Background: an optimization exercise with open tools, aiming at small area, a short achievable clock period and few clock cycles per item. Do not read the settings as production practice. RTL that was checked went through simulation tests only; none was proved equivalent to the original. Power and IR drop assume default switching activity.

wip/cedar:
==> flow/design.v (excerpt) <==
module emrka_top (
    input  wire        clk,
    input  wire        rst_n,
    input  wire        sel,
    input  wire        wr,
    input  wire [4:0]  addr,
    input  wire [1:0]  size,
    input  wire [31:0] wdata,
    output reg  [31:0] rdata,
    output reg         err
);
Settings: LEC_CHECK=0, CAP_MARGIN=20, CORE_MARGIN=2, CORE_UTILIZATION=40, PLACE_DENSITY=0.6, SLEW_MARGIN=20; clock period 5.5 ns.
run.sh (not shown) runs the stock make flow with config.mk's settings and CLKGATE_MAP_FILE= SYNTH_SCRIPT=/design/flow/synth_recipe.tcl, a recipe that flattens the netlist after the stock synthesis.
wip/cedar has completed all stages; timing, DRC and antenna checks passed.
diff inputs: wip/cedar => wip/delta
- putting SETUP_SLACK_MARGIN at 2.4 where nothing was set
- putting ABC_CLOCK_PERIOD_IN_PS at 3000 where nothing was set
Diff wip/cedar -> wip/delta: final-layout clock buffer total moved down, wire length on met1 moved up, setup slack moved up.
Run comparison: wip/cedar worst setup path endpoint rdata[29]; wip/delta worst setup path endpoint l_q[25]$_DFF_P_
Kind of critical path = flip-flop to flip-flop: wip/delta; kind of critical path = input port to primary output: wip/cedar
Changes observed in wip/delta relative to wip/cedar: worst hold slack neither gained nor lost much, depth of the critical timing path with buffers and inverters included picked up an extra 9, cell area power density lost about 15%.
wip/delta vs wip/cedar — last weighted congestion value of the routability-driven placer dropped slightly
Cell area after layout was higher in wip/delta than in wip/cedar.
No functional check of the RTL was part of any run of this note.

* * *

Setup of job 101:
emrka_top, a different RTL version from the one above (not shown whole).
Size in the first run: about 270 flip-flops, ~76 I/O pins, ~15000 um2 of cells after synthesis.
Design emrka_top, start of the top module:
module emrka_top (
    input  wire        clk,
    input  wire        rst_n,
    input  wire        sel,
    input  wire        wr,
    input  wire [4:0]  addr,
    input  wire [1:0]  size,
    input  wire [31:0] wdata,
    output reg  [31:0] rdata,
    output reg         err
);
Settings: LEC_CHECK=0, ABC_CLOCK_PERIOD_IN_PS=3000, CAP_MARGIN=20, CORE_MARGIN=2, CORE_UTILIZATION=40, PLACE_DENSITY=0.6, SETUP_SLACK_MARGIN=2.2, SLEW_MARGIN=20, TNS_END_PERCENT=10; clock period 5.5 ns.
Job 101 | status: complete | timing, DRC, antenna: pass
Testbench counts of job 101, summed over its fixed seeds: cycles 15,218, items 384.
Here is what was changed in the inputs of job 102 compared with job 101.
- swapping 40 for 50 in CORE_UTILIZATION
- swapping 0.6 for 0.65 in PLACE_DENSITY
- swapping 2.2 for 2.0 in SETUP_SLACK_MARGIN
- swapping 10 for 2 in TNS_END_PERCENT
--- outcome ---
Summary of job 102 over job 101: net switching power lost 9.8 uW; routed wire length saw a decrease; sum of net half-perimeters after detailed placement went down; global-route wire length before repair shows a reduction of 5.4%; utilization after layout rose by 10 points. Changes observed in job 102 relative to job 101: layout overhead on the synthesized area fell 5.7 points; total routing resource utilization after global routing rose 4.6 points; total power lower.
Modified inputs, job 103 compared to job 102
- changing PLACE_DENSITY from 0.65 to 0.7
- changing CORE_UTILIZATION from 50 to 55
==> comparison <==
Diff job 102 -> job 103: clock skew moved down, clock share of power moved down, total of clock buffers placed in the layout moved up, portion of total power attributed to combinational logic moved up. Taking job 102 as the reference, in job 103 boundary pin count neither gained nor lost much, global-route wire length before repair up about 4.5%, net switching power of the design +about 0.7%.
Inputs modified between job 103 and job 104:
- PLACE_DENSITY: 0.7 -> 0.6
- CORE_UTILIZATION: 55 -> 40
Findings:
Diff job 103 -> job 104: final cell count without fillers climbed 164, total non-filler cell area in the finished layout barely changed, relative contribution of the clock network to total power dropped 1.0 points, wire length after detailed routing climbed 2.8 mm, clock insertion delay at the later pin of the skew report climbed 20 ps. Between job 104 and job 103, it is job 104 whose floorplan row count is higher, by 11. No run among job 104 and job 103 stopped early or left any final violation; all are clean. On count of plain and timing-repair buffers: job 104 sits below job 103. Re total negative slack for setup checks: no difference whatsoever between job 103 and job 104. Summary of the comparison: via count of the first global-routing pass is lower in job 104, relative to job 103. Job 104 reports a lower power than job 103 does.

* * *

== tundra ==
emrka_top, a different RTL version from the one above (not shown whole).
Size: about 1,500 cells after synthesis, roughly 270 flip-flops, roughly 76 I/O pins, roughly 0.016 mm² of cells after synthesis.
## emrka_top
module emrka_top (
    input  wire        clk,
    input  wire        rst_n,
    input  wire        sel,
    input  wire        wr,
    input  wire [4:0]  addr,
    input  wire [1:0]  size,
    input  wire [31:0] wdata,
    output reg  [31:0] rdata,
    output reg         err
);
    localparam [2:0] R_KEY_LO  = 3'd0,
                     R_KEY_HI  = 3'd1,
                     R_DIN_LO  = 3'd2,
                     R_DIN_HI  = 3'd3,
                     R_DOUT_LO = 3'd4,
                     R_DOUT_HI = 3'd5,
                     R_CTRL    = 3'd6,
                     R_STATUS  = 3'd7;
    reg [63:0] key_q;
    reg [63:0] din_q;
    reg [63:0] dout_q;    
    reg        dv_q;      
    reg        busy_q;
    reg        done_q;
    reg        err_cmd_q;
    reg        err_busy_q;
    reg [31:0] h_q;
    reg [31:0] l_q;       
    reg [5:0]  i_q;       
    reg [4:0]  p_q;       
    reg        mode_q;    
    wire       admit  = (size == 2'b10) && (addr[1:0] == 2'b00);
    wire [2:0] reg_ix = addr[4:2];
    wire       do_wr  = sel && admit &&  wr;
    wire wr_droppable = (reg_ix != R_DOUT_LO) && (reg_ix != R_DOUT_HI) &&
                        (reg_ix != R_STATUS);
    wire busy_drop = do_wr && busy_q && wr_droppable;
    wire wr_ok     = do_wr && !busy_q;
    wire cmd_hi0   = (wdata[31:2] == 30'd0);
    wire cmd_write = wr_ok && (reg_ix == R_CTRL);
    wire start     = cmd_write && cmd_hi0 && (wdata[1] ^ wdata[0]);
    wire cmd_bad   = cmd_write && !(cmd_hi0 && !(wdata[1] && wdata[0]));
    wire st_write  = do_wr && (reg_ix == R_STATUS);
    wire       rd_ok  = sel && !wr && admit;
    wire       s_dl   = (reg_ix == R_DIN_LO);
  ...
clock: 5.5 ns
lec_check: 0
abc_clock_period_in_ps: 3000
cap_margin: 20
core_margin: 2
core_utilization: 40
place_density: 0.6
setup_slack_margin: 2.0
slew_margin: 20
Testbench counts of tundra, summed over its fixed seeds: cycles 15,218, items 384.
## Diff of input files: xenon against tundra
- putting TNS_END_PERCENT at 10 where nothing was set
xenon completed end to end with timing, DRC and antenna clean.
Routed via count divided by cell count: tundra vs xenon — no meaningful difference
Clock skew essentially unchanged between tundra and xenon.
First-pass GRT wire length ended up about 1.4% lower on xenon than on tundra.
Total power divided by cell area essentially unchanged between tundra and xenon.
Die height delta (tundra -> xenon): insignificant
tundra has a higher total net switching power than xenon.
Compared with tundra, in xenon number of cells traversed by the worst register-to-register path higher; proportion of cell area occupied by registers higher.
On xenon: worst hold-check slack is 34 ps higher than what tundra gave.

==> static timing again, ports no longer ideal <==
How much do the figures lean on ideal ports? The routed layouts below were timed once more, with nothing changed but the port constraints.
Step 1, drivers: a clkbuf_16 drives clk and a buf_2 each remaining input, both assumed.
Step 2 adds t to the input delays and takes it off the output delays; t is the mean of the earliest and latest rising clock arrival at the registers after step 1. Input paths then give back, and output paths get back, about the clock's delay inside the block.
Slacks: ideal ports / drivers / drivers and shift; pairs: ideal ports / drivers.
| run | t, ns | slack for setup (ns) | hold WS [ns] | worst setup path at the end | latest minus earliest clock arrival (ns) |
|---|---|---|---|---|---|
| wip/cedar | 0.627 | 0.562 / 0.532 / 0.532 | 0.477 / 0.477 / 0.477 | input to output | 0.022 / 0.023 |
| wip/delta | 0.620 | 1.817 / 1.803 / 1.803 | 0.477 / 0.477 / 0.477 | input to output | 0.032 / 0.032 |
| job 101 | 0.613 | 1.877 / 1.843 / 1.843 | 0.513 / 0.513 / 0.513 | input to output | 0.009 / 0.009 |
| job 102 | 0.599 | 1.848 / 1.822 / 1.581 | 0.513 / 0.513 / 0.513 | input to register | 0.029 / 0.029 |
| job 103 | 0.595 | 1.866 / 1.834 / 1.547 | 0.486 / 0.486 / 0.486 | input to register | 0.016 / 0.016 |
| job 104 | 0.617 | 1.924 / 1.866 / 1.861 | 0.502 / 0.502 / 0.502 | input to register | 0.016 / 0.015 |
| tundra | 0.618 | 1.982 / 1.952 / 1.641 | 0.470 / 0.470 / 0.470 | input to register | 0.021 / 0.022 |
| xenon | 0.619 | 1.901 / 1.878 / 1.603 | 0.503 / 0.503 / 0.503 | input to register | 0.019 / 0.019 |
After both steps every run listed still meets setup and hold. For tundra, which loses most, drivers alone change the setup slack by -0.030 ns; drivers and shift together by -0.341 ns.
